Context: an optimization exercise on an open-source flow, tuned for small area, a short achievable clock period and few clock cycles per item. The choices shown serve that exercise and are no tape-out recipe. Function was checked by simulation only, so behaviour that the tests miss may differ from the original. The clock input has no modelled driver; a real chip could not lean on it and would need a root buffer or a full tree. No activity file was given, so power comes from the tool's default toggle rates.

==> flow/flow/run.sh <==
#!/bin/bash
# Standard ORFS layout (the standard.sh) with a tighter timing-repair
# target, no footprint restriction on resizing and plain buffers on the ports.
# After clock tree synthesis, the clock tree is rebuilt as a single balanced
# level of four clkbuf_16 buffers (one per quadrant of the registers), driven
# by the clock port; routing and the rest of the flow then continue as usual.
# Each tool's full output goes to a log file in this folder.
set -e
ARGS=(SETUP_SLACK_MARGIN=6.45 MATCH_CELL_FOOTPRINT=0 'BUFFER_PORTS_ARGS=-buffer_cell sky130_fd_sc_hd__buf_2')
RES=$PWD/orfs/results/${FLOW_PLATFORM:-sky130hd}/olidx_voice_codec/base
bash standard.sh "${ARGS[@]}" cts > standard_cts.log 2>&1
CT_IN=$RES/4_cts.odb CT_OUT=$RES/4_cts_tree.odb CT_NB=4 \
  openroad -no_init -exit flow/clock_tree.tcl > clock_tree.log 2>&1
mv -f $RES/4_cts_tree.odb $RES/4_cts.odb
bash standard.sh "${ARGS[@]}" finish > standard.log 2>&1
==> flow/flow/clock_tree.tcl <==
# Rebuild the clock tree of a placed design as one level of buffers: the
# clock port drives CT_NB clkbuf_16 buffers, each driving the clock pins of
# one group of registers (quadrants for 4), placed at the group's centre.
set in_db  $::env(CT_IN)
set out_db $::env(CT_OUT)
set nb     $::env(CT_NB)
read_db $in_db
set block [ord::get_db_block]
set db [ord::get_db]
set master [$db findMaster sky130_fd_sc_hd__clkbuf_16]

# the clock port net
set clk_net [$block findNet clk]
# remove existing clock buffers (driven, directly or not, from clk)
set sinks {}
set todo [list $clk_net]
set bufs {}
while {[llength $todo]} {
  set n [lindex $todo 0]; set todo [lrange $todo 1 end]
  foreach it [$n getITerms] {
    if {![$it isInputSignal]} { continue }
    set inst [$it getInst]
    set mname [[$inst getMaster] getName]
    if {[string match "*clkbuf*" $mname]} {
      lappend bufs $inst
      foreach o [$inst getITerms] { if {[$o isOutputSignal] && [$o getNet] ne "NULL"} { lappend todo [$o getNet] } }
    } else {
      lappend sinks $it
    }
  }
}
puts "clock buffers found: [llength $bufs], sinks: [llength $sinks]"
# disconnect sinks, delete buffers and their nets
foreach it $sinks { $it disconnect }
foreach inst $bufs {
  foreach o [$inst getITerms] {
    set n [$o getNet]
    if {$n ne "NULL" && [$o isOutputSignal]} { $o disconnect; if {[llength [$n getITerms]] == 0 && [llength [$n getBTerms]] == 0} { odb::dbNet_destroy $n } }
  }
  odb::dbInst_destroy $inst
}
# group sinks by x (then y) position
set pts {}
foreach it $sinks {
  set inst [$it getInst]
  set bb [$inst getBBox]
  lappend pts [list [expr {([$bb xMin]+[$bb xMax])/2}] [expr {([$bb yMin]+[$bb yMax])/2}] $it]
}
# nb = 2: left / right halves; nb = 4: quadrants (halves split top / bottom)
set pts [lsort -integer -index 0 $pts]
set n [llength $pts]
set groups {}
if {$nb == 4} {
  foreach half [list [lrange $pts 0 [expr {$n/2 - 1}]] [lrange $pts [expr {$n/2}] end]] {
    set half [lsort -integer -index 1 $half]
    set m [llength $half]
    lappend groups [lrange $half 0 [expr {$m/2 - 1}]] [lrange $half [expr {$m/2}] end]
  }
} else {
  for {set g 0} {$g < $nb} {incr g} {
    lappend groups [lrange $pts [expr {$g * $n / $nb}] [expr {($g + 1) * $n / $nb - 1}]]
  }
}
for {set g 0} {$g < $nb} {incr g} {
  set grp [lindex $groups $g]
  set sx 0; set sy 0
  foreach p $grp { incr sx [lindex $p 0]; incr sy [lindex $p 1] }
  set cx [expr {$sx / [llength $grp]}]
  set cy [expr {$sy / [llength $grp]}]
  set inst [odb::dbInst_create $block $master "clkbuf_1_${g}_clk"]
  set net [odb::dbNet_create $block "clknet_1_${g}_clk"]
  $net setSigType CLOCK
  [$inst findITerm A] connect $clk_net
  [$inst findITerm X] connect $net
  foreach p $grp { [lindex $p 2] connect $net }
  $inst setLocation $cx $cy
  $inst setPlacementStatus PLACED
  puts "buffer $g: [llength $grp] sinks at $cx $cy"
}
detailed_placement
check_placement
write_db $out_db
==> flow/standard.sh <==
#!/bin/bash
# synth_recipe.tcl (not shown) runs the flow's synth.tcl, then flattens the netlist and writes it again
# the make line also repeats each setting of config.mk as NAME=value (left out here)
make -C /OpenROAD-flow-scripts/flow DESIGN_CONFIG=/design/flow/config.mk WORK_HOME=/design/flow/orfs CLKGATE_MAP_FILE= SYNTH_SCRIPT=/design/flow/synth_recipe.tcl "${@:-finish}"
==> flow/config.mk <==
export PLATFORM = sky130hd
export DESIGN_NAME = olidx_voice_codec
export DESIGN_NICKNAME = olidx_voice_codec
export VERILOG_FILES = /design/flow/design.v
export SDC_FILE = /design/flow/constraint.sdc
export NUM_CORES = 4
export LEC_CHECK = 0
export ABC_AREA = 1
export CAP_MARGIN = 20
export CORE_MARGIN = 2
export CORE_UTILIZATION = 50
export CTS_BUF_LIST = sky130_fd_sc_hd__clkbuf_8
export PLACE_DENSITY = 0.7
export SETUP_SLACK_MARGIN = 5
export SLEW_MARGIN = 20
==> flow/constraint.sdc <==
create_clock -name core_clock -period 9.0 [get_ports {clk}]
set_input_delay 1.8000 -clock core_clock [delete_from_list [all_inputs] [get_ports {clk}]]
set_output_delay 1.8000 -clock core_clock [all_outputs]
set_load 0.01 [all_outputs]
==> flow/design.v <==
module olidx_voice_codec (
    input  wire       clk,
    input  wire       rst,         
    input  wire       in_valid,
    output wire       in_ready,
    input  wire [7:0] in_data,
    input  wire       in_unpack,   
    output wire       out_valid,
    input  wire       out_ready,
    output wire [7:0] out_data,
    output wire       out_last,
    output wire [6:0] out_chk
);
    function automatic dec_cons(input m, input v, input [4:0] s);
        begin
            if (!v && !m)     dec_cons = (s <= 5'd20);
            else if (!v)      dec_cons = !(s == 5'd11 || s == 5'd14 || s == 5'd17 || s == 5'd20);
            else if (!m)      dec_cons = 1'b1;
            else              dec_cons = !(s == 5'd9 || s == 5'd15 || s == 5'd16);
        end
    endfunction
    function automatic dec_prod(input m, input v, input [4:0] s);
        begin
            if (!v && !m)     dec_prod = !(s == 5'd11 || (s >= 5'd13 && s <= 5'd19));
            else if (!v)      dec_prod = 1'b1;
            else if (!m)      dec_prod = !(s == 5'd9 || s == 5'd15 || s == 5'd16);
            else              dec_prod = 1'b1;
        end
    endfunction
    reg        mode;        
    reg  [2:0] sec;         
    reg  [4:0] k;           
    reg        r_cons, r_prod, r_need, r_send;
    reg  [2:0] hb;          
    reg  [4:0] hc;          
    reg  [7:0] hd;          
    reg  [5:0] he;          
    reg  [7:0] hf;          
    reg  [7:0] ir;
    reg        ir_u, ir_v;
    reg  [7:0] o_data;
    reg        o_v, o_last;
    reg        p_v, p_in_s;   
    reg  [6:0] ck;
    reg  [7:0] s_data;
    reg        s_v, s_last;
    reg        rdy;
    wire voice = (sec == 3'd6);
    wire first = (sec == 3'd0) && (k == 5'd0);
    wire lastb = voice && (k == 5'd28);
    wire cons  = r_cons;
    wire prod  = r_prod;
    wire need  = r_need;
    wire send  = r_send;
    wire go    = (!need || ir_v) && (!prod || !s_v);
    wire push  = go && prod;
    wire take  = go && cons;
    wire ld_o  = !o_v || out_ready;
    wire [2:0] sec_a  = send ? (voice ? 3'd0 : sec + 3'd1) : sec;
    wire [4:0] k_a    = send ? 5'd0 : k + 5'd1;
    wire [2:0] sec_n  = go ? sec_a : sec;
    wire [4:0] k_n    = go ? k_a : k;
    wire       v_a    = (sec_a == 3'd6);
    wire       cons_a = dec_cons(mode, v_a, k_a);
    wire       prod_a = dec_prod(mode, v_a, k_a);
    wire       need_a = cons_a || (mode && (v_a ? (k_a == 5'd9 || k_a == 5'd15 || k_a == 5'd16)
                                                : (k_a == 5'd11 || k_a == 5'd14 || k_a == 5'd17)));
    wire       send_a = v_a ? (k_a == 5'd28) : (mode ? (k_a == 5'd20) : (k_a == 5'd24));
    wire       cons_n = go ? cons_a : cons;
    wire       prod_n = go ? prod_a : prod;
    wire sv1  = !s_v && push && lastb;                        
    wire sv0  = s_v ? o_v : (push && (lastb || o_v));         
    wire irv1 = rdy || (ir_v && !take);                        
    wire irv0 = !rdy && ir_v && !take;                         
    wire ov1  = s_v || (push && !lastb);
    wire rd1  = cons_n && (!prod_n || !sv1);
    wire rd0  = cons_n && (!prod_n || !sv0);
    reg s_v_n, rdy_n, o_v_n, ir_v_n;
    always @* begin
        ir_v_n = in_valid ? irv1 : irv0;
        if (out_ready) begin
            s_v_n = sv1; o_v_n = ov1;
            rdy_n = !ir_v_n || rd1;
        end else begin
            s_v_n = sv0; o_v_n = o_v || ov1;
            rdy_n = !ir_v_n || rd0;
        end
    end
    wire       ck_en = p_v && !(o_v && o_last);
    wire [6:0] ck_n  = ck - (p_in_s ? s_data[6:0] : o_data[6:0]);
    wire       in_s1 = lastb;
    wire       in_s0 = lastb || o_v;
    reg [7:0] b;
    always @* begin
        b = ir;
        if (!mode && !voice) begin
            case (k)
                5'd12: b = {4'b0, ir[1:0], hb[1:0]};
                5'd20: b = {1'b0, ir[3:0], hb};
                5'd21: b = {3'b0, hc};
                5'd22: b = hd;
                5'd23: b = {2'b0, he};
                5'd24: b = hf;
                default: b = ir;
            endcase
        end else if (!mode) begin
            case (k)
                5'd8:  b = {3'b0, ir[4:0]};
                5'd10: b = {4'b0, ir[0], hb};
                5'd17: b = {1'b0, ir[2:0], hd[2:0], hc[2]};
                default: b = ir;
            endcase
        end else if (!voice) begin
            case (k)
                5'd11: b = {6'b0, ir[1:0]};
                5'd12: b = {6'b0, ir[3:2]};
                5'd13: b = {5'b0, ir[2:0]};
                5'd14: b = {6'b0, ir[1:0]};
                5'd15: b = {5'b0, ir[4:2]};
                5'd17: b = {7'b0, ir[0]};
                5'd18: b = {3'b0, ir[5:1]};
                5'd20: b = {4'b0, hd[6:3]};
                default: b = ir;
            endcase
        end else begin
            case (k)
                5'd8:  b = {3'b0, ir[4:0]};
                5'd9:  b = {5'b0, ir[2:0]};
                5'd10: b = {7'b0, ir[3]};
                5'd15: b = {7'b0, ir[0]};
                5'd16: b = {5'b0, ir[3:1]};
                5'd17: b = {5'b0, ir[6:4]};
                default: b = ir;
            endcase
        end
    end
    always @(posedge clk) begin
        if (!ir_v || take) begin
            ir   <= in_data;
            ir_u <= in_unpack;
        end
        if (go && first)
            mode <= ir_u;
        if (rst) begin
            sec   <= 3'd0;
            k     <= 5'd0;
            r_cons <= 1'b1;              
            r_prod <= 1'b1;
            r_need <= 1'b1;
            r_send <= 1'b0;
            rdy   <= 1'b1;
            ir_v  <= 1'b0;
            s_v   <= 1'b0;
            o_v   <= 1'b0;
            p_v   <= 1'b0;
            ck    <= 7'd0;
        end else begin
            sec   <= sec_n;
            k     <= k_n;
            if (go) begin
                r_cons <= cons_a;
                r_prod <= prod_a;
                r_need <= need_a;
                r_send <= send_a;
            end
            rdy   <= rdy_n;
            ir_v  <= ir_v_n;
            s_v   <= s_v_n;
            o_v   <= o_v_n;
            if (o_v && o_last && out_ready)
                ck <= 7'd0;
            else if (ck_en)
                ck <= ck_n;
            if (push) begin
                p_v     <= 1'b1;
                p_in_s  <= out_ready ? in_s1 : in_s0;
            end else begin
                if (ck_en)
                    p_v <= 1'b0;
                if (ld_o)
                    p_in_s <= 1'b0;
            end
        end
    end
    always @(posedge clk) begin
        if (k == 5'd9 || k == 5'd11 || k == 5'd13) hb <= ir[2:0];
        if (k == 5'd14) hc[1:0] <= ir[1:0];
        if (k == 5'd15) hc[4:2] <= ir[2:0];
        if ((k == 5'd13 && mode) || (k == 5'd16 && !mode)) hd <= ir;
        if (k == 5'd17) he[0] <= ir[0];
        if (k == 5'd18) he[5:1] <= ir[4:0];
        if (k == 5'd19) hf <= ir;
    end
    always @(posedge clk) begin
        if (rst) begin
            o_data <= 8'd0;
            o_last <= 1'b0;
        end else if (ld_o) begin
            o_data <= s_v ? s_data : b;
            o_last <= s_v && s_last;
        end
        if (!s_v) begin
            s_data <= b;
            s_last <= lastb;
        end
    end
    assign in_ready  = rdy;
    assign out_valid = o_v;
    assign out_data  = o_data;
    assign out_last  = o_last;
    assign out_chk   = ck;
endmodule
==> run notes, run 1 <==
WP data required 9050 ps; layout cells sized above 1 17.31%; Final GP Congestion 1.052; period utilization 28.15%; num rows 34; Worst VDD drop 0.1058 mV; outcome timing/DRC/antenna clean; Mapped Cells 619; RSZ-0062 raised after global routing true; total congestion overflow 0; total core area 8806 um^2; CP startpoint kind primary input; Final Max Slew Viols 0; first-pass GRT wire length 20240 um; vias in the first global route 4150; DRT iter0 DRCs 296; final WL 12420 um; hpwl dp 8560 um; worst-skew pair later-pin latency 160 ps; All-Layer GR Usage 25.81%; die span in y 99.77 um; Mapped Area 4586 um^2; Max Clk Rate 394.7 MHz; Pre-Repair DR Iteration Count 5; Worst Path Arrival 2590 ps; commonest non-fill, non-tap cell in the layout nand2_1; endpoint class of the critical path flip-flop; Leakage 2.486 nW; Post-synth EDFFs 42; hold crit path type reg -> reg; fin cells 778; Clock Skews 14.44 ps; antenna violations before repair 0; Via density 5.577; DRT antenna net count 0; Final #Nets 693; Placed Cells 747; min Tclk post-route 2533 ps; Worst-path clk slew 90 ps; Worst Tran Pin Value 685.5 ps; Worst Setup Path Type in -> reg; Area Overhead vs Synth 16.70%; # setup viols final 0; Max Cap Violations 0; syn avg cell area 7.408 um^2; final hold viol count 0; PwrDens 216.9 nW/um^2; sequential area share after synthesis 45.40%; routed via count 4339; DIE AREA 9953 um^2; Sum Neg Setup Slack 0 ps; Antenna Cells 0; num ports 31; Synth cell types 37; relative slew slack 53.82%; Starting Density 52.07%; mean routed wirelength per cell 15.97 um; die width 99.77 um; I/O Buffers 30; CTS Sinks 83; main flop type after synthesis edfxtp_1; Async S/R FF share, synth 0%; largest net degree at the start of global routing 24; Mapped Nets 644; fill cell count 758; crit-path max FO 4; Yosys reg bits 83; synthesis warning total 1; drc violations 0; commonest cells after routing, fill and taps aside nand2_1, inv_1, nor2_1, o21ai_0, edfxtp_1
worst max-delay path, stage by stage:
cell     delay, ps
buf_6          100
inv_6           70
nand2_8         60
inv_6           60
nor2_4          30
a21oi_2        110
o21a_1         160
nand3_1         80
nand2_1         60
nand2_1         40
stage by stage:
step | hold slack [ps] | utilization [%] | instance area, um^2 | setup WS (ps) | power (W)
after global routing | 445.9 | 60.77 | 5351 | 6413 | 0.001238
after detailed placement | 416.8 | 54.94 | 4838 | 5913 | 0.0008723
after global placement | 405.4 | 54.94 | 4838 | 5984 | 0.0008623
final | 434.3 | 60.77 | 5351 | 6467 | 0.001160
after floorplan | 400.3 | - | 4596 | 6457 | 0.0007749
after CTS | 429.8 | 60.05 | 5288 | 6371 | 0.001186
metal layers:
| metal | vias to the layer above | wire (um) | GRT usage [%] |
|---|---|---|---|
| li1 | 2127 | - | - |
| met3 | 31 | 687 | 4.568 |
| met4 | 0 | 359 | 8.535 |
| met2 | 143 | 5702 | 40.85 |
| met1 | 2038 | 5672 | 35.98 |
| met5 | - | 0 | 0 |
path summary, 6_finish.rpt:
path / slack [ps] / cells after the start / start / end
min: 430 / 0 / ir_u / mode
max reg2reg: 6580 / 10 / p_in_s / ck[6]
max: 6470 / 10 / out_ready / rdy
min reg2reg: 430 / 0 / ir_u / mode
repair_timing:
action,4_1_cts,5_1_grt
pin swaps,0,2
gates cloned,0,1
hold endpoints to repair,0,0
resized for setup,37,18
buffers inserted,15,5
setup endpoints to repair,26,30
hold buffers,0,0
power breakdown:
group	internal (W)	leakage (nW)	switching, W
sequential	0.000458	0.743	0.0000516
combinational	0.000163	1.66	0.000259
clock	0.000119	0.0858	0.000111
total	0.000739	2.49	0.000422
logic make-up after synthesis:
group	Yosys count	share of synthesized area [%]
AND/OR/NAND/NOR	312	28.65
AO/OA/AOI/OAI	108	12.66
buffers and inverters	95	8.049
flip-flops	83	45.40
adder cells (fa/ha/maj)	12	3.438
XOR/XNOR	6	1.146
multiplexers	3	0.6549
cells in the mapped netlist (2+ instances only):
library cell	n	area [um^2]
o22ai_1	3	18.77
a21oi_1	39	195.2
nand4_1	14	87.58
nor3_1	4	20.02
nor2_4	2	22.52
a21o_1	2	15.01
inv_1	73	274.0
nand2_1	178	668.1
clkinv_1	3	11.26
clkbuf_1	9	33.78
xnor2_1	2	17.52
nor2_1	62	232.7
o21ai_1	4	20.02
or2_2	2	12.51
o21ai_0	47	235.2
a211oi_1	4	30.03
nor2_2	2	12.51
a31oi_1	4	25.02
xor2_1	4	35.03
nand2_2	7	43.79
inv_2	7	26.28
edfxtp_1	42	1261
dfxtp_1	41	820.8
ha_1	11	137.6
mux2i_1	3	30.03
nand3_1	39	195.2
state kept, by name, summed over array words and instances (netlist names), 3 cells and up:
register  count
ck            7
hb            3
hc            5
hd            8
he            6
hf            8
ir            8
k             5
o_data        8
s_data        8
sec           3
cell type report:
class / instances / area, um^2 / area share, %
multi-input cells: 441 / 2181 / 40.75
flip-flops and latches: 83 / 2108 / 39.40
repair buffers: 52 / 431.7 / 8.066
inverters: 83 / 325.3 / 6.079
well taps: 108 / 135.1 / 2.525
plain buffers: 4 / 100.1 / 1.870
clock inverters: 6 / 62.56 / 1.169
repair inverters: 1 / 7.507 / 0.1403
Testbench counts, summed over its fixed seeds: cycles 32,440, records 192.
==> inputs of run 2 (changes only) <==
--- a/flow/flow/run.sh
+++ b/flow/flow/run.sh
@@ -8,3 +8,3 @@
 set -e
-ARGS=(SETUP_SLACK_MARGIN=6.45 MATCH_CELL_FOOTPRINT=0 'BUFFER_PORTS_ARGS=-buffer_cell sky130_fd_sc_hd__buf_2')
+ARGS=(SETUP_SLACK_MARGIN=6.2 MATCH_CELL_FOOTPRINT=0 'BUFFER_PORTS_ARGS=-buffer_cell sky130_fd_sc_hd__buf_2')
 RES=$PWD/orfs/results/${FLOW_PLATFORM:-sky130hd}/olidx_voice_codec/base
==> run 2 against run 1 <==
Core utilization decreased by 3.9 points. Clock power fell by 7%. Critical endpoint unchanged. Sequential share of layout area rose by 2.2 points. Highest routed layer unchanged. Cell area down 6.4%. Largest cell class unchanged. Area after synthesis did not move.
==> run notes, run 2 <==
Worst Path Arrival 2700 ps (+110 ps); hpwl dp 8611 um (+0.60%); layout cells sized above 1 10.89% (-6.4 points); Worst Tran Pin Value 716.9 ps (+31.42 ps); Async S/R FF share, synth 0% (unchanged); Hold WS 475.9 ps (+41.57 ps); CTS Sinks 83 (unchanged); top-count cell post-synth nand2_1; Max Cap Violations 0 (unchanged); I/O Buffers 30 (unchanged); CP max stage delay 160 ps (about the same); worst-skew pair later-pin latency 170 ps (about the same); crit path from out_ready; multiplexer share of the synthesized area 0.6548% (unchanged); # setup viols final 0 (unchanged); Worst Setup Path Type in -> reg; Clock Skews 9.506 ps (-4.935 ps); largest net degree at the start of global routing 24 (unchanged); Synth Area in Adders 3.438% (unchanged); syn avg cell area 7.408 um^2 (unchanged); die span in y 99.77 um (unchanged); final hold viol count 0 (unchanged); outcome timing/DRC/antenna clean; drc violations 0 (unchanged); total core area 8806 um^2 (unchanged); mean routed wirelength per cell 15.54 um (-2.7%); All-Layer GR Usage 24.55% (-1.3 points); Synth cell types 37 (unchanged); Starting Density 52.07% (unchanged); flop-to-flop setup slack 6500 ps (-80 ps); Max Clk Rate 380.1 MHz (-3.7%); Pre-Repair DR Iteration Count 5 (unchanged); crit-path max FO 4 (unchanged); Final #Nets 673 (-2.9%); synthesis warning total 1 (unchanged); min Tclk post-route 2631 ps (+97.71 ps); Mapped Nets 644 (unchanged); Final Max Slew Viols 0 (unchanged); Synth top area share 27.50% (unchanged); CP startpoint kind primary input; Via density 5.528 (-0.89%); relative slew slack 52.03% (-1.8 points); RSZ-0062 raised after global routing false; worst reg2reg path startpoint k[2]; hold path startpoint s_data[2]; fraction of the mapped netlist area in compound gates 12.66% (unchanged); # hold bufs at CTS 0 (unchanged); commonest cells in the netlist nand2_1, inv_1, nor2_1; slowest stage cell, crit path o21a_1; crit-path most repeated cell nand2_1; Mapped Area 4586 um^2 (unchanged); crit-path cells buf_2, inv_1, nand2_4, inv_2, nor2_1, a21oi_1, o21a_1, nand3_1, nand2_1, nand2_1; Mapped Cells 619 (unchanged); routed via count 4201 (-3.2%); Antenna Cells 0 (unchanged); Yosys reg bits 83 (unchanged); Sum Neg Setup Slack 0 ps (unchanged); PwrDens 216.3 nW/um^2 (-0.26%); simple-gate portion of the synthesized area 28.65% (unchanged); period utilization 29.23% (+1.1 points); die width 99.77 um (unchanged); final WL 11810 um (-5.0%); sequential area share after synthesis 45.40% (unchanged); commonest cells after routing, fill and taps aside nand2_1, inv_1, nor2_1, o21ai_0, edfxtp_1; first-pass GRT wire length 19050 um (-5.9%); largest family of logic cells by synthesized area simple AND/OR/NAND/NOR gates; num rows 34 (unchanged); vias in the first global route 3888 (-6.3%); DRT iter0 DRCs 280 (-5.4%); Buf/Inv on CP 3 (unchanged); Post-synth EDFFs 42 (unchanged); DIE AREA 9953 um^2 (unchanged); Area contributors post-synth edfxtp_1, dfxtp_1, nand2_1, inv_1, o21ai_0; Worst VDD drop 0.1050 mV (-0.79%); commonest non-fill, non-tap cell in the layout nand2_1; total congestion overflow 0 (unchanged); critical path's top delay family simple AND/OR/NAND/NOR gates; Final GP Congestion 1.012 (-3.7%); hold crit path type reg -> reg; endpoint class of the critical path flip-flop; Worst-path clk slew 100 ps (about the same); DRT antenna net count 0 (unchanged); main flop type after synthesis edfxtp_1; WP data required 9070 ps (+20 ps); largest area contributor in the netlist edfxtp_1; num ports 31 (unchanged); Leakage 2.347 nW (-5.6%); Post-Synth XOR/XNOR Area 1.146% (unchanged); Area Overhead vs Synth 9.195%; antenna violations before repair 0 (unchanged)
## run 2: area by class of cell
class,instances,area [um^2]
Buffer,4,100.1
Clock inverter,7,51.30
Fill cell,861,3799
Inverter,83,315.3
Multi-Input combinational cell,441,2146
Sequential cell,83,2082
Tap cell,108,135.1
Timing Repair Buffer,33,172.7
Timing Repair inverter,1,5.005
## run 2: cells by family (layout without fill, tap and decap cells)
family,count (synthesis),count (layout)
AO/OA/AOI/OAI,108,108
XOR/XNOR,6,6
adder cells (fa/ha/maj),12,12
buffers and inverters,95,128
flip-flops,83,83
multiplexers,3,3
AND/OR/NAND/NOR,312,312
## run 2: where the power goes
part	switching (W)	internal (W)
Clock	0.000120	0.0000930
Sequential	0.0000521	0.000453
Combinational	0.000239	0.000126
## run 2: final timing paths
check / endpoint / cells past startpoint
min reg2reg: s_data[2] / 2
max: rdy / 10
max reg2reg: rdy / 14
min: s_data[2] / 2
## run 2: metrics by stage
stage          std cells  total power (W)  setup slack, ps  util [%]  cell area, um^2
3_3_place_gp         747        0.0008604             5898     54.83             4828
2_1_floorplan        619        0.0007738             6327         -             4586
3_5_place_dp         747        0.0008695             5837     54.83             4828
4_1_cts              763         0.001115             6233     56.82             5004
5_1_grt              760         0.001159             6221     56.86             5007
6_report             760         0.001083             6369     56.86             5007
## run 2: routing by layer
metal  share of wire [%]  GRT usage [%]  vias to the layer above
met5                   0              0                        -
met4                 2.0          7.798                        0
met3                 7.1          5.411                       19
met2                  46          38.93                      155
met1                  45          33.63                     1937
li1                    -              -                     2090
## run 2: tightest hold or removal path, cell delays in order (launching register included)
cell     delay, ps
dfxtp_1        320
nand2_1         70
nand2_1         50
## run 2: repair_timing
action,CTS,global route
buffers inserted,0,1
gates resized for setup,0,5
setup endpoints to repair,0,13
==> inputs of run 3 (changes only) <==
--- a/flow/flow/run.sh
+++ b/flow/flow/run.sh
@@ -8,3 +8,3 @@
 set -e
-ARGS=(SETUP_SLACK_MARGIN=6.2 MATCH_CELL_FOOTPRINT=0 'BUFFER_PORTS_ARGS=-buffer_cell sky130_fd_sc_hd__buf_2')
+ARGS=(SETUP_SLACK_MARGIN=6.35 MATCH_CELL_FOOTPRINT=0 'BUFFER_PORTS_ARGS=-buffer_cell sky130_fd_sc_hd__buf_2')
 RES=$PWD/orfs/results/${FLOW_PLATFORM:-sky130hd}/olidx_voice_codec/base
==> run 3 against run 2 <==
Die area unchanged. Global-route usage increased by 0.29 points. Cell area increased by 3.3%. Routed wire length increased by 0.97%. Worst hold slack got worse by 12 ps. Critical path depth decreased by 6. Critical path type unchanged. Critical endpoint is now k[1]. Highest routed layer unchanged.
==> run notes, run 3 <==
Hold WS 463.8 ps (-12.11 ps); worst setup path end k[1]; Worst VDD drop 0.1448 mV (+38%); CTS Sinks 83 (unchanged); Critical R2R Capture rdy; # setup viols final 0 (unchanged); hpwl dp 8563 um (-0.56%); Final #Nets 687 (+2.1%); antenna violations before repair 0 (unchanged); main flop type after synthesis edfxtp_1; hold crit path type reg -> reg; commonest non-fill, non-tap cell in the layout nand2_1; Placed Cells 747 (unchanged); Mapped Cells 619 (unchanged); top-count cell post-synth nand2_1; Clock Skews 16.14 ps (+6.629 ps); layout cells sized above 1 15.32% (+4.4 points); Max Cap Violations 0 (unchanged); outcome timing/DRC/antenna clean; commonest cells in the netlist nand2_1, inv_1, nor2_1; Leakage 2.457 nW (+4.7%); Antenna Cells 0 (unchanged); Final GP Congestion 1.031 (+1.8%); Final Max Slew Viols 0 (unchanged); min Tclk post-route 2600 ps (-30.87 ps); # hold bufs at CTS 0 (unchanged); multi-input combinational cell area 2146 um^2 (unchanged); crit path from rst; syn avg cell area 7.408 um^2 (unchanged); die span in y 99.77 um (unchanged); Max Clk Rate 384.6 MHz (+1.2%); DIE AREA 9953 um^2 (unchanged); Worst Setup Path Type in -> reg; Worst Path Arrival 2640 ps (-60 ps); Pre-Repair DR Iteration Count 4 (-1); RSZ-0062 raised after global routing true; Via density 5.430 (-1.8%); DRT iter0 DRCs 272 (-2.9%); CP startpoint kind primary input; Sum Neg Setup Slack 0 ps (unchanged); relative slew slack 53.61% (+1.6 points); largest net degree at the start of global routing 24 (unchanged); synthesis warning total 1 (unchanged); I/O Buffers 30 (unchanged); num ports 31 (unchanged); Tot Pwr 0.001153 W (+6.4%); fin cells 774 (+1.8%); vias in the first global route 3905 (+0.44%); Area contributors post-synth edfxtp_1, dfxtp_1, nand2_1, inv_1, o21ai_0; sequential area share after synthesis 45.40% (unchanged); WP data required 9040 ps (-30 ps); period utilization 28.89% (-0.34 points); Mapped Area 4586 um^2 (unchanged); die width 99.77 um (unchanged); crit-path max FO 10 (+6); first-pass GRT wire length 19290 um (+1.2%); Area Overhead vs Synth 12.82%; commonest cells after routing, fill and taps aside nand2_1, inv_1, nor2_1, o21ai_0, edfxtp_1; fill cell count 816 (-5.2%); Async S/R FF share, synth 0% (unchanged); routed via count 4203 (+0.048%); DRT antenna net count 0 (unchanged); drc violations 0 (unchanged); total core area 8806 um^2 (unchanged); Synth top area share 27.50% (unchanged); Sequential Area 2103 um^2 (+1.0%); Worst-path clk slew 90 ps (about the same); total congestion overflow 0 (unchanged); Mapped Nets 644 (unchanged); PwrDens 222.8 nW/um^2 (+3.0%); Starting Density 52.07% (unchanged); final hold viol count 0 (unchanged); All-Layer GR Usage 24.84% (+0.29 points); num rows 34 (unchanged); flop-to-flop setup slack 6490 ps (about the same); r2r worst-path depth 14 (unchanged); worst reg2reg path startpoint k[2]; largest area contributor in the netlist edfxtp_1; Yosys reg bits 83 (unchanged); Post-synth EDFFs 42 (unchanged); worst-skew pair later-pin latency 170 ps (about the same); endpoint class of the critical path flip-flop; final WL 11920 um (+0.97%); Synth cell types 37 (unchanged); Worst Tran Pin Value 693.3 ps (-23.63 ps); mean routed wirelength per cell 15.40 um (-0.85%)
[run 3: timing repair]
item,4_1_cts,5_1_grt
pin swaps,0,1
gates cloned,0,1
gates resized for setup,19,2
setup buffers,12,3
setup endpoints to repair,23,13
endpoints found under the hold margin,0,0
[run 3: cell families after synthesis]
logic type               share of synthesized area (%)
buffers and inverters                            8.049
AO/OA/AOI/OAI                                    12.66
adder cells (fa/ha/maj)                          3.438
multiplexers                                    0.6549
XOR/XNOR                                         1.146
flip-flops                                       45.40
AND/OR/NAND/NOR                                  28.65
[run 3: through the flow]
| stage | util (%) | instance area [um^2] | setup slack (ps) |
|---|---|---|---|
| 3_5_place_dp | 54.86 | 4831 | 5922 |
| 3_3_place_gp | 54.86 | 4831 | 5997 |
| 2_1_floorplan | - | 4588 | 6395 |
| 6_report | 58.75 | 5174 | 6400 |
| 4_1_cts | 58.65 | 5165 | 6334 |
| 5_1_grt | 58.75 | 5174 | 6267 |
[run 3: worst max-delay path, stage by stage]
cell,delay (ps)
buf_2,180
clkinvlp_2,400
o21ai_0,200
a21oi_1,60
[run 3: power by group]
group | leakage, nW | total [W] | switching (W) | internal, W
logic | 1.62 | 0.000385 | 0.000246 | 0.000139
clock network | 0.0994 | 0.000262 | 0.000115 | 0.000148
registers | 0.742 | 0.000506 | 0.0000491 | 0.000456
[run 3: how the worst min path moves through the flow]
stage | from | to | slack, ps | cells after the start
3_5_place_dp | ir_u | mode | 440 | 0
3_3_place_gp | ir_u | mode | 440 | 0
4_1_cts | ir_u | mode | 460 | 0
5_1_grt | ir_u | mode | 470 | 0
6_report | ir_u | mode | 460 | 0
2_1_floorplan | ir_u | mode | 400 | 0
[run 3: final cells by class]
| type | instances | area share (%) |
|---|---|---|
| tap | 108 | 2.612 |
| sequential | 83 | 40.65 |
| timing repair buffer | 47 | 5.369 |
| multi-input combinational | 441 | 41.48 |
| buffer | 4 | 1.935 |
| timing repair inverter | 1 | 0.09674 |
| inverter | 83 | 6.094 |
| clock inverter | 7 | 1.765 |
[run 3: routing by layer]
| layer | up-vias | track usage, % | part of all wire (%) |
|---|---|---|---|
| met5 | - | 0 | 0 |
| met4 | 0 | 6.744 | 1.8 |
| met3 | 18 | 5.200 | 7.0 |
| met2 | 136 | 39.50 | 46 |
| met1 | 1934 | 34.59 | 46 |
| li1 | 2115 | - | - |
==> inputs of run 4 (changes only) <==
--- a/flow/flow/run.sh
+++ b/flow/flow/run.sh
@@ -8,3 +8,3 @@
 set -e
-ARGS=(SETUP_SLACK_MARGIN=6.35 MATCH_CELL_FOOTPRINT=0 'BUFFER_PORTS_ARGS=-buffer_cell sky130_fd_sc_hd__buf_2')
+ARGS=(SETUP_SLACK_MARGIN=6.3 MATCH_CELL_FOOTPRINT=0 'BUFFER_PORTS_ARGS=-buffer_cell sky130_fd_sc_hd__buf_2')
 RES=$PWD/orfs/results/${FLOW_PLATFORM:-sky130hd}/olidx_voice_codec/base
--- a/flow/config.mk
+++ b/flow/config.mk
@@ -10,5 +10,5 @@
 export CORE_MARGIN = 2
-export CORE_UTILIZATION = 50
+export CORE_UTILIZATION = 45
 export CTS_BUF_LIST = sky130_fd_sc_hd__clkbuf_8
-export PLACE_DENSITY = 0.7
+export PLACE_DENSITY = 0.65
 export SETUP_SLACK_MARGIN = 5
==> run 4 against run 3 <==
Still clean. Die area rose by 11%. Sequential power barely moved. Register-to-register slack improved by 70 ps. Cell count rose by 1.6%. Maximum frequency fell by 0.18%. Worst hold slack got worse by 9.5 ps. Critical path type unchanged. Critical endpoint is now sec[2]. Highest routed layer unchanged.
==> run notes, run 4 <==
Sum Neg Setup Slack 0 ps (unchanged); PwrDens 215.8 nW/um^2 (-3.1%); period utilization 28.94% (+0.052 points); worst-skew pair later-pin latency 160 ps (about the same); commonest cells after routing, fill and taps aside nand2_1, inv_1, nor2_1, o21ai_0, edfxtp_1; Leakage 2.379 nW (-3.2%); met1 WL 5503 um (+1.4%); Synth Area in Adders 3.438% (unchanged); DIE AREA 11010 um^2 (+11%); largest net degree at the start of global routing 24 (unchanged); WP data required 9030 ps (about the same); Met2 Wirelength 5483 um (+0.55%); WL met3 603 um (-28%); Area contributors post-synth edfxtp_1, dfxtp_1, nand2_1, inv_1, o21ai_0; crit-path max FO 10 (unchanged); main flop type after synthesis edfxtp_1; Starting Density 46.70% (-5.4 points); fill cell count 1010 (+24%); Worst-path clk slew 100 ps (about the same); fin cells 786 (+1.6%); Worst VDD drop 0.09687 mV (-33%); first-pass GRT wire length 19570 um (+1.5%); CP startpoint kind primary input; DRT iter0 DRCs 287 (+5.5%); fraction of the mapped netlist area in compound gates 12.66% (unchanged); commonest non-fill, non-tap cell in the layout nand2_1; total core area 9819 um^2 (+12%); simple-gate portion of the synthesized area 28.65% (unchanged); Yosys reg bits 83 (unchanged); Mapped Cells 619 (unchanged); Worst Path Arrival 2640 ps (about the same); largest area contributor in the netlist edfxtp_1; hpwl dp 8725 um (+1.9%); multiplexer share of the synthesized area 0.6548% (unchanged); largest family of logic cells by synthesized area simple AND/OR/NAND/NOR gates; Area Overhead vs Synth 10.72%; routed via count 4168 (-0.83%); Max Cap Violations 0 (unchanged); mean routed wirelength per cell 14.99 um (-2.7%); die width 104.9 um (+5.2%); Final GP Congestion 0.9769 (-5.2%); Clock Skews 9.167 ps (-6.968 ps); commonest cells in the netlist nand2_1, inv_1, nor2_1; Final #Nets 676 (-1.6%); CTS Sinks 83 (unchanged); Max Clk Rate 383.9 MHz (-0.18%); Synth cell types 37 (unchanged); relative slew slack 45.08% (-8.5 points); Final Max Slew Viols 0 (unchanged); Synth top area share 27.50% (unchanged); Antenna Cells 0 (unchanged); DRT antenna net count 0 (unchanged); hold crit path type reg -> reg; Tot Pwr 0.001096 W (-4.9%); syn avg cell area 7.408 um^2 (unchanged); Hold WS 454.3 ps (-9.504 ps); # hold bufs at CTS 0 (unchanged); final core utilization 51.71% (-7.0 points); synthesis warning total 1 (unchanged); endpoint class of the critical path flip-flop; Worst Setup Path Type in -> reg; die span in y 104.9 um (+5.2%); antenna violations before repair 0 (unchanged); Pre-Repair DR Iteration Count 5 (+1); total congestion overflow 0 (unchanged); Mapped Nets 644 (unchanged); # setup viols final 0 (unchanged); num rows 36 (+5.9%); Via density 5.303 (-2.3%); I/O Buffers 30 (unchanged); Post-Synth XOR/XNOR Area 1.146% (unchanged); final hold viol count 0 (unchanged); Post-synth EDFFs 42 (unchanged); Placed Cells 772 (+3.3%); Mapped Area 4586 um^2 (unchanged); top-count cell post-synth nand2_1; num ports 31 (unchanged); min Tclk post-route 2605 ps (+4.640 ps); vias in the first global route 3967 (+1.6%); highest metal used met4; final WL 11780 um (-1.2%); Async S/R FF share, synth 0% (unchanged); RSZ-0062 raised after global routing false; Worst Tran Pin Value 820.7 ps (+127.5 ps); drc violations 0 (unchanged); outcome timing/DRC/antenna clean; layout cells sized above 1 12.86% (-2.5 points); All-Layer GR Usage 22.16% (-2.7 points); sequential area share after synthesis 45.40% (unchanged)
## run 4: report_power, final
part           switching [W]  internal (W)  leakage [nW]  total [W]
Sequential         0.0000517      0.000456         0.741   0.000507
Clock               0.000107      0.000117        0.0866   0.000223
Combinational       0.000238      0.000127          1.55   0.000365
## run 4: path summary, 6_finish.rpt
path | end | slack [ps] | from | cells after the start
worst max-delay path | sec[2] | 6400 | rst | 4
worst min-delay path | mode | 450 | ir_u | 0
worst max register to register | o_data[0] | 6560 | k[0] | 14
worst min register to register | mode | 450 | ir_u | 0
## run 4: logic make-up after synthesis
kind of cell	Yosys count
AOI/OAI and AO/OA	108
xor gates and xnor gates	6
adders and majority gates	12
buffers and inverters	95
DFF	83
muxes	3
and+or+nand+nor	312
## run 4: area by class of cell
class                           instances  area [um^2]  share of cell area (%)
Multi-Input combinational cell        441         2148                   42.31
Clock inverter                          6        57.56                   1.134
Timing Repair inverter                  1        5.005                 0.09857
Timing Repair Buffer                   35        187.7                   3.696
Buffer                                  4        100.1                   1.971
Inverter                               83        315.3                   6.210
Tap cell                              133        166.4                   3.277
Sequential cell                        83         2097                   41.30
## run 4: critical path: stages
cell and delay [ps]:
buf_2 190, clkinvlp_2 390, o21ai_0 190, a21oi_1 60
## run 4: metal layers
metal / track usage, % / up-vias
met3: 3.868 / 17
met4: 5.810 / 0
met2: 36.46 / 111
met1: 30.21 / 1943
met5: 0 / -
li1: - / 2097
## run 4: timing repair
action,4_1_cts,5_1_grt
resized for setup,12,7
pin swaps,0,1
cloned,0,1
buffers inserted,0,3
setup endpoints to repair,13,15
## run 4: stage by stage
| stage | cell area (um^2) | worst slack, ps |
|---|---|---|
| floorplan | 4586 | 6327 |
| global placement | 4860 | 5874 |
| detailed placement | 4860 | 5845 |
| CTS | 5074 | 6301 |
| global route | 5077 | 6301 |
| finish | 5077 | 6395 |
==> inputs of run 5 (changes only) <==
--- a/flow/config.mk
+++ b/flow/config.mk
@@ -10,5 +10,5 @@
 export CORE_MARGIN = 2
-export CORE_UTILIZATION = 45
+export CORE_UTILIZATION = 55
 export CTS_BUF_LIST = sky130_fd_sc_hd__clkbuf_8
-export PLACE_DENSITY = 0.65
+export PLACE_DENSITY = 0.75
 export SETUP_SLACK_MARGIN = 5
==> run 5 against run 4 <==
Still clean. Sequential power hardly changed. Setup slack better by 25 ps. Register-to-register slack worse by 80 ps. Die area shrank 18%. Worst hold slack gained 13 ps. Cell area down 0.67%. Core utilization rose by 10 points. Sequential cell count is the same. Clock skew up 4.4 ps. Sequential share of layout area barely moved. Cell count is 3.8% lower. Critical path depth rose by 6. Critical path type unchanged. Largest power group unchanged.
==> run notes, run 5 <==
Critical R2R Capture hd[5]; Via density 5.594 (+5.5%); WP data required 9050 ps (+20 ps); Final Cell Area 5044 um^2 (-0.67%); sequential area share after synthesis 45.40% (unchanged); vias in the first global route 3803 (-4.1%); commonest cells after routing, fill and taps aside nand2_1, inv_1, nor2_1, o21ai_0, edfxtp_1; endpoint class of the critical path flip-flop; die width 95.31 um (-9.2%); commonest non-fill, non-tap cell in the layout nand2_1; hold path startpoint ir_u; Buf/Inv on CP 3 (+1); Post-Synth XOR/XNOR Area 1.146% (unchanged); DRT iter0 DRCs 396 (+38%); top-count cell post-synth nand2_1; die span in y 95.31 um (-9.2%); hold crit path type reg -> reg; multi-input combinational cell area 2151 um^2 (+0.12%); first-pass GRT wire length 18820 um (-3.8%); Worst Setup Path Type in -> reg; multiplexer share of the synthesized area 0.6548% (unchanged); # setup viols final 0 (unchanged); Mapped Area 4586 um^2 (unchanged); Async S/R FF share, synth 0% (unchanged); Sequential Area 2083 um^2 (-0.66%); Pre-Repair DR Iteration Count 5 (unchanged); Area Overhead vs Synth 9.986%; worst-skew pair later-pin latency 160 ps (about the same); Starting Density 56.38% (+9.7 points); final core utilization 62.01% (+10 points); num rows 33 (-8.3%); drc violations 0 (unchanged); fill cell count 743 (-26%); All-Layer GR Usage 27.13% (+5.0 points); Clock Skews 13.52 ps (+4.356 ps); Area contributors post-synth edfxtp_1, dfxtp_1, nand2_1, inv_1, o21ai_0; period utilization 28.66% (-0.28 points); I/O Buffers 30 (unchanged); Worst Tran Pin Value 992.1 ps (+171.3 ps); routed via count 4229 (+1.5%); hold-critical path depth 0 (unchanged); flop-to-flop setup slack 6480 ps (-80 ps); worst reg2reg path startpoint mode; antenna violations before repair 0 (unchanged); Synth cell types 37 (unchanged); critical path's top delay family simple AND/OR/NAND/NOR gates; layout cells sized above 1 10.91% (-2.0 points); Worst VDD drop 0.1112 mV (+15%); min Tclk post-route 2579 ps (-25.45 ps); Worst-path clk slew 100 ps (about the same); Mapped Nets 644 (unchanged); DIE AREA 9084 um^2 (-18%); Antenna Cells 0 (unchanged); slowest stage cell, crit path o21a_1; synthesis warning total 1 (unchanged); CTS Sinks 83 (unchanged); PwrDens 224.1 nW/um^2 (+3.8%); r2r worst-path depth 3 (-11); crit-path max FO 4 (-6); Yosys reg bits 83 (unchanged); num ports 31 (unchanged); Hold Path Sink mode; simple-gate portion of the synthesized area 28.65% (unchanged); Final Max Slew Viols 0 (unchanged); total core area 8134 um^2 (-17%); RSZ-0062 raised after global routing false; Hold WS 467.7 ps (+13.43 ps); Sum Neg Setup Slack 0 ps (unchanged); final WL 11850 um (+0.60%); Worst Path Arrival 2630 ps (about the same); fraction of the mapped netlist area in compound gates 12.66% (unchanged); DRT antenna net count 0 (unchanged); CP max stage delay 160 ps (-230 ps); hpwl dp 8582 um (-1.6%); syn avg cell area 7.408 um^2 (unchanged); # hold bufs at CTS 0 (unchanged); crit-path cells buf_2, inv_2, nand2_4, inv_4, nor2_1, a21oi_1, o21a_1, nand3_1, nand2_1, nand2_1; Leakage 2.378 nW (about the same); total congestion overflow 0 (unchanged); Final GP Congestion 0.9680 (-0.91%); Synth Area in Adders 3.438% (unchanged); largest family of logic cells by synthesized area simple AND/OR/NAND/NOR gates; Final #Nets 673 (-0.44%); largest net degree at the start of global routing 24 (unchanged); Post-synth EDFFs 42 (unchanged); largest area contributor in the netlist edfxtp_1; main flop type after synthesis edfxtp_1; Max Clk Rate 387.7 MHz (+0.99%); outcome timing/DRC/antenna clean; Mapped Cells 619 (unchanged); DP Area 4822 um^2 (-0.77%); CP startpoint kind primary input; mean routed wirelength per cell 15.68 um (+4.6%); relative slew slack 33.50% (-12 points); commonest cells in the netlist nand2_1, inv_1, nor2_1; Max Cap Violations 0 (unchanged); Synth top area share 27.50% (unchanged); final hold viol count 0 (unchanged); crit-path most repeated cell nand2_1
-- run 5: cell counts after synthesis --
No cell type changed its count.
-- run 5: timing repair --
| item | 4_1_cts | 5_1_grt |
|---|---|---|
| gates resized for setup | 3 | 5 |
| buffers inserted | 0 | 2 |
| cloned | 0 | 1 |
| endpoints found under the setup margin | 3 | 9 |
| pin swaps | 0 | 1 |
-- run 5: kinds of logic after synthesis --
group                    count (synthesis)
adder cells (fa/ha/maj)                 12
XOR/XNOR                                 6
buffers and inverters                   95
multiplexers                             3
flip-flops                              83
AND/OR/NAND/NOR                        312
AO/OA/AOI/OAI                          108
-- run 5: how the worst max path moves through the flow --
stage	start	to	slack [ps]	depth (start not counted)
floorplan	out_ready	rdy	6330	9
global placement	out_ready	rdy	5890	10
detailed placement	out_ready	rdy	5850	10
CTS	o_v	out_valid	6300	1
global route	k[0]	o_data[0]	6300	14
finish	out_ready	rdy	6420	10
-- run 5: layout make-up --
class / count / share of cell area [%]
multi-input combinational: 441 / 42.64
sequential: 83 / 41.30
inverter: 83 / 6.301
timing repair buffer: 33 / 3.423
tap: 105 / 2.605
buffer: 4 / 1.985
clock inverter: 6 / 1.637
timing repair inverter: 1 / 0.09923
-- run 5: report_power, final --
group / switching (W) / total (W) / internal, W
combinational: 0.000241 / 0.000368 / 0.000127
clock: 0.000111 / 0.000256 / 0.000145
sequential: 0.0000525 / 0.000506 / 0.000454
-- run 5: metrics by stage --
stage	setup slack [ps]	cells	power, W
after global placement	5889	743	0.0008606
after CTS	6299	758	0.001158
after global routing	6305	756	0.001204
after detailed placement	5851	743	0.0008699
final	6421	756	0.001130
after floorplan	6327	619	0.0007738
-- run 5: per-layer routing --
metal	part of all wire, %	GRT usage, %	vias to the layer above
li1	-	-	2093
met1	45	38.18	1973
met2	47	43.84	152
met3	7.2	4.269	11
met4	1.4	6.884	0
met5	0	0	-
==> inputs of run 6 (changes only) <==
--- a/flow/config.mk
+++ b/flow/config.mk
@@ -10,5 +10,5 @@
 export CORE_MARGIN = 2
-export CORE_UTILIZATION = 55
+export CORE_UTILIZATION = 50
 export CTS_BUF_LIST = sky130_fd_sc_hd__clkbuf_8
-export PLACE_DENSITY = 0.75
+export PLACE_DENSITY = 0.7
 export SETUP_SLACK_MARGIN = 5
==> run 6 against run 5 <==
Highest routed layer unchanged. Combinational power barely moved. Die area is 9.6% higher. Still clean. Synthesized cell count unchanged.
==> run notes, run 6 <==
relative slew slack 52.48% (+19 points); hpwl dp 8611 um (+0.33%); Flop pwr share 46.7% (+1.9 points); Area contributors post-synth edfxtp_1, dfxtp_1, nand2_1, inv_1, o21ai_0; Post-synth EDFFs 42 (unchanged); PwrDens 215.5 nW/um^2 (-3.8%); slowest stage cell, crit path o21a_1; Clock Skews 9.343 ps (-4.180 ps); CP startpoint kind primary input; Worst VDD drop 0.1048 mV (-5.8%); CTS Sinks 83 (unchanged); I/O Buffers 30 (unchanged); drc violations 0 (unchanged); Clock power frac 19.5% (-3.2 points); worst reg2reg path startpoint k[0]; hold crit path type reg -> reg; total core area 8806 um^2 (+8.3%); Async S/R FF share, synth 0% (unchanged); Sum Neg Setup Slack 0 ps (unchanged); Max Cap Violations 0 (unchanged); die span in y 99.77 um (+4.7%); # setup viols final 0 (unchanged); vias in the first global route 3888 (+2.2%); synthesis warning total 1 (unchanged); antenna violations before repair 0 (unchanged); All-Layer GR Usage 24.55% (-2.6 points); Mapped Cells 619 (unchanged); Pre-Repair DR Iteration Count 5 (unchanged); Mapped Area 4586 um^2 (unchanged); total congestion overflow 0 (unchanged); period utilization 28.60% (-0.060 points); Max Clk Rate 388.5 MHz (+0.21%); die width 99.77 um (+4.7%); Area Overhead vs Synth 9.741%; Worst Tran Pin Value 710.2 ps (-281.9 ps); top-count cell post-synth nand2_1; commonest non-fill, non-tap cell in the layout nand2_1; num ports 31 (unchanged); sequential area share after synthesis 45.40% (unchanged); outcome timing/DRC/antenna clean; Tot Pwr 0.001084 W (-4.0%); Critical R2R Capture rdy; Leakage 2.358 nW (-0.86%); Synth cell types 37 (unchanged); Worst-path clk slew 100 ps (about the same); Synth top area share 27.50% (unchanged); Starting Density 52.07% (-4.3 points); hold-critical path depth 2 (+2); Pint 0.0006745 W (-7.1%); mean routed wirelength per cell 15.56 um (-0.75%); Yosys reg bits 83 (unchanged); WP data required 9070 ps (+20 ps); CP max stage delay 150 ps (about the same); largest net degree at the start of global routing 24 (unchanged); switching pwr 0.0004098 W (+1.4%); fill cell count 856 (+15%); Final GP Congestion 1.012 (+4.6%); DRT iter0 DRCs 265 (-33%); first-pass GRT wire length 19050 um (+1.2%); min Tclk post-route 2574 ps (-5.370 ps); commonest cells after routing, fill and taps aside nand2_1, inv_1, nor2_1, o21ai_0, edfxtp_1; hold path startpoint s_data[2]; Hold Path Sink s_data[2]; final WL 11860 um (about the same); multi-input combinational cell area 2150 um^2 (about the same); largest area contributor in the netlist edfxtp_1; worst-skew pair later-pin latency 170 ps (about the same); Sequential Area 2088 um^2 (+0.24%); RSZ-0062 raised after global routing false; crit-path max FO 4 (unchanged); Mapped Nets 644 (unchanged); # hold bufs at CTS 0 (unchanged); DIE AREA 9953 um^2 (+9.6%); Final #Nets 675 (+0.30%); Worst Path Arrival 2640 ps (about the same); endpoint class of the critical path flip-flop; Antenna Cells 0 (unchanged); Gate power share 33.8% (+1.3 points); layout cells sized above 1 12.23% (+1.3 points); final hold viol count 0 (unchanged); r2r worst-path depth 15 (+12); commonest cells in the netlist nand2_1, inv_1, nor2_1; Final Max Slew Viols 0 (unchanged); main flop type after synthesis edfxtp_1; syn avg cell area 7.408 um^2 (unchanged); routed via count 4260 (+0.73%); DRT antenna net count 0 (unchanged); Sw Ratio 37.80% (+2.0 points); num rows 34 (+3.0%); Worst Setup Path Type in -> reg; crit-path cells buf_2, inv_2, nand2_4, inv_2, nor2_1, a21oi_2, o21a_1, nand3_1, nand2_1, nand2_1; Via density 5.591 (about the same); flop-to-flop setup slack 6550 ps (+70 ps)
==> run 6: changes by cell type in the layout (fill, tap and decap cells not counted), moves of 2 or more <==
| cell | before | now |
|---|---|---|
| clkinvlp_4 | 1 | 4 |
| dfxtp_1 | 40 | 36 |
| buf_4 | 3 | 5 |
| bufinv_16 | 2 | 0 |
| inv_1 | 72 | 70 |
| dfxtp_2 | 1 | 5 |
==> run 6: critical path, delay by kind of cell <==
kind	cells	cell delay, ps
buffers and inverters	3	260
and+or+nand+nor	5	320
AOI/OAI and AO/OA	2	260
==> run 6: routing by layer <==
| layer | vias up | wire length [um] | part of all wire (%) | global-route usage, % |
|---|---|---|---|---|
| li1 | 2095 | - | - | - |
| met1 | 1978 | 5320 | 45 | 33.63 |
| met2 | 168 | 5494 | 46 | 38.93 |
| met3 | 19 | 814 | 6.9 | 5.411 |
| met4 | 0 | 229 | 1.9 | 7.798 |
| met5 | - | 0 | 0 | 0 |
==> run 6: logic make-up (layout without fill, tap and decap cells) <==
logic type | after synthesis | after routing | synth area share [%]
AO/OA/AOI/OAI | 108 | 108 | 12.66
XOR/XNOR | 6 | 6 | 1.146
adder cells (fa/ha/maj) | 12 | 12 | 3.438
buffers and inverters | 95 | 130 | 8.049
flip-flops | 83 | 83 | 45.40
multiplexers | 3 | 3 | 0.6549
AND/OR/NAND/NOR | 312 | 312 | 28.65
==> run 6: stage by stage <==
step                      cell area, um^2  cells  worst slack, ps  util [%]  hold slack (ps)
final                                5032    762             6426     57.15            473.6
after global routing                 5032    762             6312     57.15            509.6
after CTS                            5015    763             6288     56.95            474.9
after detailed placement             4828    747             5837     54.83            462.9
after global placement               4828    747             5898     54.83            439.6
after floorplan                      4586    619             6327         -            400.3
==> run 6: cell type report <==
class / instances / area share (%)
tap: 108 / 2.685
buffer: 4 / 1.989
sequential: 83 / 41.50
timing repair buffer: 35 / 3.729
timing repair inverter: 1 / 0.09945
multi-input combinational: 441 / 42.72
inverter: 83 / 6.266
clock inverter: 7 / 1.019
==> run 6: worst max-delay path by stage <==
stage / slack [ps] / cells past startpoint / end / start
after floorplan: 6330 / 9 / rdy / out_ready
after global placement: 5900 / 10 / rdy / out_ready
after detailed placement: 5840 / 10 / rdy / out_ready
after CTS: 6290 / 1 / out_valid / o_v
after global routing: 6310 / 15 / rdy / k[0]
final: 6430 / 10 / rdy / out_ready
==> run 6: timing repair <==
item | 4_1_cts | 5_1_grt
resized for setup | 6 | 6
gates cloned | 0 | 1
endpoints found under the hold margin | 0 | 0
buffers inserted | 0 | 3
pin swaps | 0 | 1
endpoints found under the setup margin | 8 | 9
==> run 6: power groups by stage <==
stage                     combinational, W  clock [W]  sequential [W]
after floorplan                   0.000275          0        0.000499
after global placement            0.000350          0        0.000511
after detailed placement          0.000357          0        0.000513
after CTS                         0.000360   0.000251        0.000505
after global routing              0.000418   0.000229        0.000514
final                             0.000367   0.000211        0.000507
==> inputs of run 7 (changes only) <==
--- a/flow/flow/run.sh
+++ b/flow/flow/run.sh
@@ -10,3 +10,3 @@
 RES=$PWD/orfs/results/${FLOW_PLATFORM:-sky130hd}/olidx_voice_codec/base
-bash standard.sh "${ARGS[@]}" cts > standard_cts.log 2>&1
+bash standard.sh "${ARGS[@]}" SKIP_CTS_REPAIR_TIMING=1 cts > standard_cts.log 2>&1
 CT_IN=$RES/4_cts.odb CT_OUT=$RES/4_cts_tree.odb CT_NB=4 \
==> run 7 against run 6 <==
Setup slack did not move. Still clean. Die area did not move. Sequential share of layout area fell by 0.058 points. Clock skew did not move. Routed wire length did not move. Critical path type unchanged. Sequential cell count did not move. Largest power group unchanged. Sequential power barely moved. Highest routed layer unchanged.
==> run notes, run 7 <==
switching pwr 0.0004098 W (unchanged); mean routed wirelength per cell 15.56 um (unchanged); Synth cell types 37 (unchanged); endpoint class of the critical path flip-flop; Synth Area in Adders 3.438% (unchanged); Clock power frac 19.5% (about the same); Pre-Repair DR Iteration Count 5 (unchanged); Clock Skews 9.343 ps (unchanged); CP max stage delay 150 ps (about the same); Sw Ratio 37.82% (about the same); crit-path cells buf_2, inv_2, nand2_4, inv_2, nor2_1, a21oi_2, o21a_1, nand3_1, nand2_1, nand2_1; period utilization 28.60% (unchanged); largest net degree at the start of global routing 24 (unchanged); Flop pwr share 46.7% (about the same); Worst VDD drop 0.1048 mV (about the same); critical path's top delay family simple AND/OR/NAND/NOR gates; Via density 5.591 (unchanged); syn avg cell area 7.408 um^2 (unchanged); worst reg2reg path startpoint k[0]; CP startpoint kind primary input; commonest cells in the netlist nand2_1, inv_1, nor2_1; antenna violations before repair 0 (unchanged); worst-skew pair later-pin latency 170 ps (about the same); crit path from out_ready; Final GP Congestion 1.012 (unchanged); first-pass GRT wire length 19050 um (unchanged); Sequential Area 2083 um^2 (-0.24%); Worst Tran Pin Value 710.2 ps (unchanged); CTS Sinks 83 (unchanged); fraction of the mapped netlist area in compound gates 12.66% (unchanged); Sum Neg Setup Slack 0 ps (unchanged); min Tclk post-route 2574 ps (unchanged); slowest stage cell, crit path o21a_1; Leakage 2.356 nW (about the same); vias in the first global route 3888 (unchanged); M3 GR Usage 5.411% (unchanged); Area Overhead vs Synth 9.632% (about the same); I/O Buffers 30 (unchanged); Gate power share 33.8% (about the same); Pint 0.0006738 W (-0.11%); Mapped Area 4586 um^2 (unchanged); num ports 31 (unchanged); num rows 34 (unchanged); sequential area share after synthesis 45.40% (unchanged); DIE AREA 9953 um^2 (unchanged); outcome timing/DRC/antenna clean; Worst-path clk slew 100 ps (about the same); total congestion overflow 0 (unchanged); Worst Setup Path Type in -> reg; Critical R2R Capture rdy; multi-input combinational cell area 2150 um^2 (unchanged); Hold WS 473.6 ps (unchanged); Post-Synth XOR/XNOR Area 1.146% (unchanged); final WL 11860 um (unchanged); PwrDens 215.5 nW/um^2 (about the same); final hold viol count 0 (unchanged); Mapped Cells 619 (unchanged); Starting Density 52.07% (unchanged); # setup viols final 0 (unchanged); synthesis warning total 1 (unchanged); total core area 8806 um^2 (unchanged); Final Max Slew Viols 0 (unchanged); Synth top area share 27.50% (unchanged); Top Usage Layer GRT met2; Max Clk Rate 388.5 MHz (unchanged); die span in y 99.77 um (unchanged); top-count cell post-synth nand2_1; Critical Path Stages 10 (unchanged); RSZ-0062 raised after global routing false; multiplexer share of the synthesized area 0.6548% (unchanged); hpwl dp 8611 um (unchanged); die width 99.77 um (unchanged); commonest cells after routing, fill and taps aside nand2_1, inv_1, nor2_1, o21ai_0, edfxtp_1; Final #Nets 675 (unchanged); simple-gate portion of the synthesized area 28.65% (unchanged); r2r worst-path depth 15 (unchanged); Yosys reg bits 83 (unchanged); flop-to-flop setup slack 6550 ps (about the same); DRT antenna net count 0 (unchanged); met2 usage 38.93% (unchanged); hold crit path type reg -> reg; DRT iter0 DRCs 265 (unchanged); Async S/R FF share, synth 0% (unchanged); relative slew slack 52.48% (unchanged); Mapped Nets 644 (unchanged); grt met1 use 33.63% (unchanged); largest family of logic cells by synthesized area simple AND/OR/NAND/NOR gates; crit-path max FO 4 (unchanged); worst setup path end rdy; Worst Path Arrival 2640 ps (about the same); WP data required 9070 ps (about the same); Post-synth EDFFs 42 (unchanged); final core utilization 57.09% (about the same); layout cells sized above 1 11.62% (-0.61 points); All-Layer GR Usage 24.55% (unchanged); Area contributors post-synth edfxtp_1, dfxtp_1, nand2_1, inv_1, o21ai_0; commonest non-fill, non-tap cell in the layout nand2_1; Antenna Cells 0 (unchanged); routed via count 4260 (unchanged); fill cell count 856 (unchanged); Max Cap Violations 0 (unchanged); main flop type after synthesis edfxtp_1; drc violations 0 (unchanged); Buf/Inv on CP 3 (unchanged); largest area contributor in the netlist edfxtp_1
## run 7: changes by cell type in the layout (fill, tap and decap cells not counted)
cell     before  now
dfxtp_2       5    1
dfxtp_1      36   40
## run 7: tightest hold or removal path: cells and delay by family (launching register included)
kind          cells  cell delay [ps]
simple gates      2              120
flops             1              320
## run 7: power groups by stage
stage / Sequential [W] / Combinational (W) / Clock, W
final: 0.000506 / 0.000366 / 0.000211
after global routing: 0.000514 / 0.000418 / 0.000229
after CTS: 0.000504 / 0.000359 / 0.000251
after detailed placement: 0.000513 / 0.000357 / 0
after global placement: 0.000511 / 0.000350 / 0
after floorplan: 0.000499 / 0.000275 / 0
## run 7: worst min path at each step
stage | start | end | slack [ps] | cells after the start
floorplan | ir_u | mode | 400 | 0
global placement | ir_u | mode | 440 | 0
detailed placement | ir_u | mode | 460 | 0
CTS | s_data[2] | s_data[2] | 470 | 2
global route | ir_u | mode | 510 | 0
finish | s_data[2] | s_data[2] | 470 | 2
## run 7: final cells by class
class,instances,area share [%]
flip-flops and latches,83,41.44
multi-input cells,441,42.76
inverters,83,6.272
repair buffers,35,3.733
repair inverters,1,0.09955
plain buffers,4,1.991
clock inverters,7,1.020
well taps,108,2.688
## run 7: routing by layer
metal | routed length (um) | up-vias
met3 | 814 | 19
met5 | 0 | -
met1 | 5320 | 1978
met4 | 229 | 0
li1 | - | 2095
met2 | 5494 | 168
## run 7: metrics by stage
| stage | setup WS [ps] | total power, W | cells | cell area (um^2) |
|---|---|---|---|---|
| floorplan | 6327 | 0.0007738 | 619 | 4586 |
| global placement | 5898 | 0.0008604 | 747 | 4828 |
| detailed placement | 5837 | 0.0008695 | 747 | 4828 |
| CTS | 6233 | 0.001115 | 763 | 5004 |
| global route | 6312 | 0.001160 | 762 | 5027 |
| finish | 6426 | 0.001084 | 762 | 5027 |
## run 7: logic make-up after synthesis
family,count (synthesis)
xor+xnor,6
compound gates,108
fa+ha+maj,12
flops,83
mux,3
buf+inv,95
simple gates,312
==> inputs of run 8 (changes only) <==
--- a/flow/flow/run.sh
+++ b/flow/flow/run.sh
@@ -8,5 +8,5 @@
 set -e
-ARGS=(SETUP_SLACK_MARGIN=6.3 MATCH_CELL_FOOTPRINT=0 'BUFFER_PORTS_ARGS=-buffer_cell sky130_fd_sc_hd__buf_2')
+ARGS=(SETUP_SLACK_MARGIN=6.3 SETUP_MOVE_SEQUENCE=unbuffer,sizeup,swap MATCH_CELL_FOOTPRINT=0 'BUFFER_PORTS_ARGS=-buffer_cell sky130_fd_sc_hd__buf_2')
 RES=$PWD/orfs/results/${FLOW_PLATFORM:-sky130hd}/olidx_voice_codec/base
-bash standard.sh "${ARGS[@]}" SKIP_CTS_REPAIR_TIMING=1 cts > standard_cts.log 2>&1
+bash standard.sh "${ARGS[@]}" cts > standard_cts.log 2>&1
 CT_IN=$RES/4_cts.odb CT_OUT=$RES/4_cts_tree.odb CT_NB=4 \
==> run 8 against run 7 <==
Still clean on timing, DRC and antenna. Worst hold slack improved by 2.9 ps. Cell count fell by 0.52%. First-iteration DRC count fell by 3.4%. Die area did not move. Synthesized cell count did not move. Sequential share of layout area fell by 0.096 points. Setup slack got worse by 47 ps. Sequential power barely moved. Combinational power barely moved. Core utilization rose by 0.27 points. Register-to-register slack barely moved. Critical endpoint is now out_valid. Largest cell class unchanged.
==> run notes, run 8 <==
first-pass GRT wire length 19050 um (unchanged); relative slew slack 51.16% (-1.3 points); Antenna Cells 0 (unchanged); Sequential Area 2088 um^2 (+0.24%); worst-skew pair later-pin latency 160 ps (about the same); WP data required 7200 ps (-1870 ps); Critical Path Stages 1 (-9); Worst VDD drop 0.1045 mV (-0.27%); Mapped Nets 644 (unchanged); critical path's top delay family flip-flops; synthesis warning total 1 (unchanged); routed via count 4193 (-1.6%); outcome timing/DRC/antenna clean; CTS Sinks 83 (unchanged); Final GP Congestion 1.012 (unchanged); Post-synth EDFFs 42 (unchanged); DIE AREA 9953 um^2 (unchanged); Synth top area share 27.50% (unchanged); hold crit path type reg -> reg; die width 99.77 um (unchanged); Area Overhead vs Synth 10.15%; syn avg cell area 7.408 um^2 (unchanged); All-Layer GR Usage 24.55% (unchanged); DRT antenna net count 0 (unchanged); drc violations 0 (unchanged); num ports 31 (unchanged); Final Max Slew Viols 0 (unchanged); sequential area share after synthesis 45.40% (unchanged); min Tclk post-route 2621 ps (+47.44 ps); commonest cells after routing, fill and taps aside nand2_1, inv_1, nor2_1, o21ai_0, edfxtp_1; Starting Density 52.07% (unchanged); met2 usage 38.93% (unchanged); period utilization 29.13% (+0.53 points); vias in the first global route 3888 (unchanged); slowest stage cell, crit path dfxtp_1; Worst Path Arrival 820 ps (-1820 ps); Post-CTS Setup Bufs 0; Worst Setup Slack, final 6379 ps (-47.44 ps); num rows 34 (unchanged); PwrDens 215.1 nW/um^2 (-0.21%); largest net degree at the start of global routing 24 (unchanged); # setup viols final 0 (unchanged); CP startpoint kind flip-flop; commonest cells in the netlist nand2_1, inv_1, nor2_1; total core area 8806 um^2 (unchanged); Leakage 2.345 nW (-0.49%); Worst-path clk slew 100 ps (about the same); crit-path max FO 4 (unchanged); hold-critical path depth 2 (unchanged); crit-path cells buf_2; fill cell count 853 (-0.35%); endpoint class of the critical path output port; Sum Neg Setup Slack 0 ps (unchanged); main flop type after synthesis edfxtp_1; commonest non-fill, non-tap cell in the layout nand2_1; multi-input combinational cell area 2173 um^2 (+1.1%); Final #Nets 671 (-0.59%); largest area contributor in the netlist edfxtp_1; # hold bufs at CTS 0; Buf/Inv on CP 1 (-2); Worst Tran Pin Value 729.9 ps (+19.75 ps); antenna violations before repair 0 (unchanged); Via density 5.532 (-1.1%); Async S/R FF share, synth 0% (unchanged); Area contributors post-synth edfxtp_1, dfxtp_1, nand2_1, inv_1, o21ai_0; top-count cell post-synth nand2_1; die span in y 99.77 um (unchanged); M3 GR Usage 5.411% (unchanged); Clock Skews 8.562 ps (-0.7816 ps); grt met1 use 33.63% (unchanged); Hold WS 476.5 ps (+2.877 ps); RSZ-0062 raised after global routing false; Yosys reg bits 83 (unchanged); Top Usage Layer GRT met2; mean routed wirelength per cell 15.44 um (-0.79%); Pre-Repair DR Iteration Count 5 (unchanged); Post-Place Worst Slack 5837 ps (unchanged); total congestion overflow 0 (unchanged); Max Cap Violations 0 (unchanged); final WL 11700 um (-1.3%); Mapped Area 4586 um^2 (unchanged); Mapped Cells 619 (unchanged); r2r worst-path depth 15 (unchanged); hpwl dp 8611 um (unchanged); Max Clk Rate 381.5 MHz (-1.8%); final hold viol count 0 (unchanged); CP max stage delay 480 ps (+330 ps); Synth cell types 37 (unchanged); layout cells sized above 1 11.85% (+0.23 points); Worst Setup Path Type reg -> out; DRT iter0 DRCs 256 (-3.4%); I/O Buffers 30 (unchanged)
[run 8: cell count changes in the layout (fill, tap and decap cells not counted), sizes merged]
cell,change
clkinvlp,-1
buf,-3
[run 8: power breakdown]
part	leakage [nW]	internal, W	switching [W]
Sequential	0.738	0.000454	0.0000526
Clock	0.0668	0.0000930	0.000119
Combinational	1.54	0.000128	0.000239
[run 8: layout make-up]
cell class / instances / area share [%]
Multi-Input combinational cell: 441 / 43.03
Sequential cell: 83 / 41.34
Inverter: 83 / 6.440
Timing Repair Buffer: 32 / 3.517
Tap cell: 108 / 2.675
Buffer: 4 / 1.982
Clock inverter: 7 / 1.016
[run 8: worst paths after layout]
path                                start  slack, ps        end
worst min register to register  s_data[2]        480  s_data[2]
worst max register to register       k[0]       6540        rdy
worst max-delay path                  o_v       6380  out_valid
worst min-delay path            s_data[2]        480  s_data[2]
[run 8: kinds of logic after synthesis]
logic type,count (synthesis),synth area share (%)
fa+ha+maj,12,3.438
simple gates,312,28.65
mux,3,0.6549
compound gates,108,12.66
flops,83,45.40
xor+xnor,6,1.146
buf+inv,95,8.049
[run 8: what timing repair did]
action	CTS	global route
pin swaps	0	2
endpoints found under the hold margin	0	0
cloned	0	0
resized for setup	6	18
endpoints found under the setup margin	8	9
[run 8: per-stage QoR]
step	power [W]	utilization, %	cell area, um^2	instances
after floorplan	0.0007738	-	4586	619
after global placement	0.0008604	54.83	4828	747
after detailed placement	0.0008695	54.83	4828	747
after CTS	0.001116	56.95	5015	763
after global routing	0.001163	57.36	5051	758
final	0.001086	57.36	5051	758
[run 8: layer usage]
| layer | up-vias | routed length, um | share of wire (%) |
|---|---|---|---|
| met5 | - | 0 | 0 |
| met4 | 0 | 235 | 2.0 |
| met3 | 19 | 774 | 6.6 |
| met2 | 129 | 5434 | 46 |
| met1 | 1956 | 5257 | 45 |
| li1 | 2089 | - | - |

Check on run 8: ideal ports give 6.379 ns setup slack; a clkbuf_16 on the clock port and buf_2 on the inputs give 6.291 ns; moving port delays by the midpoint clock arrival (0.248 ns) as well gives 6.200 ns.
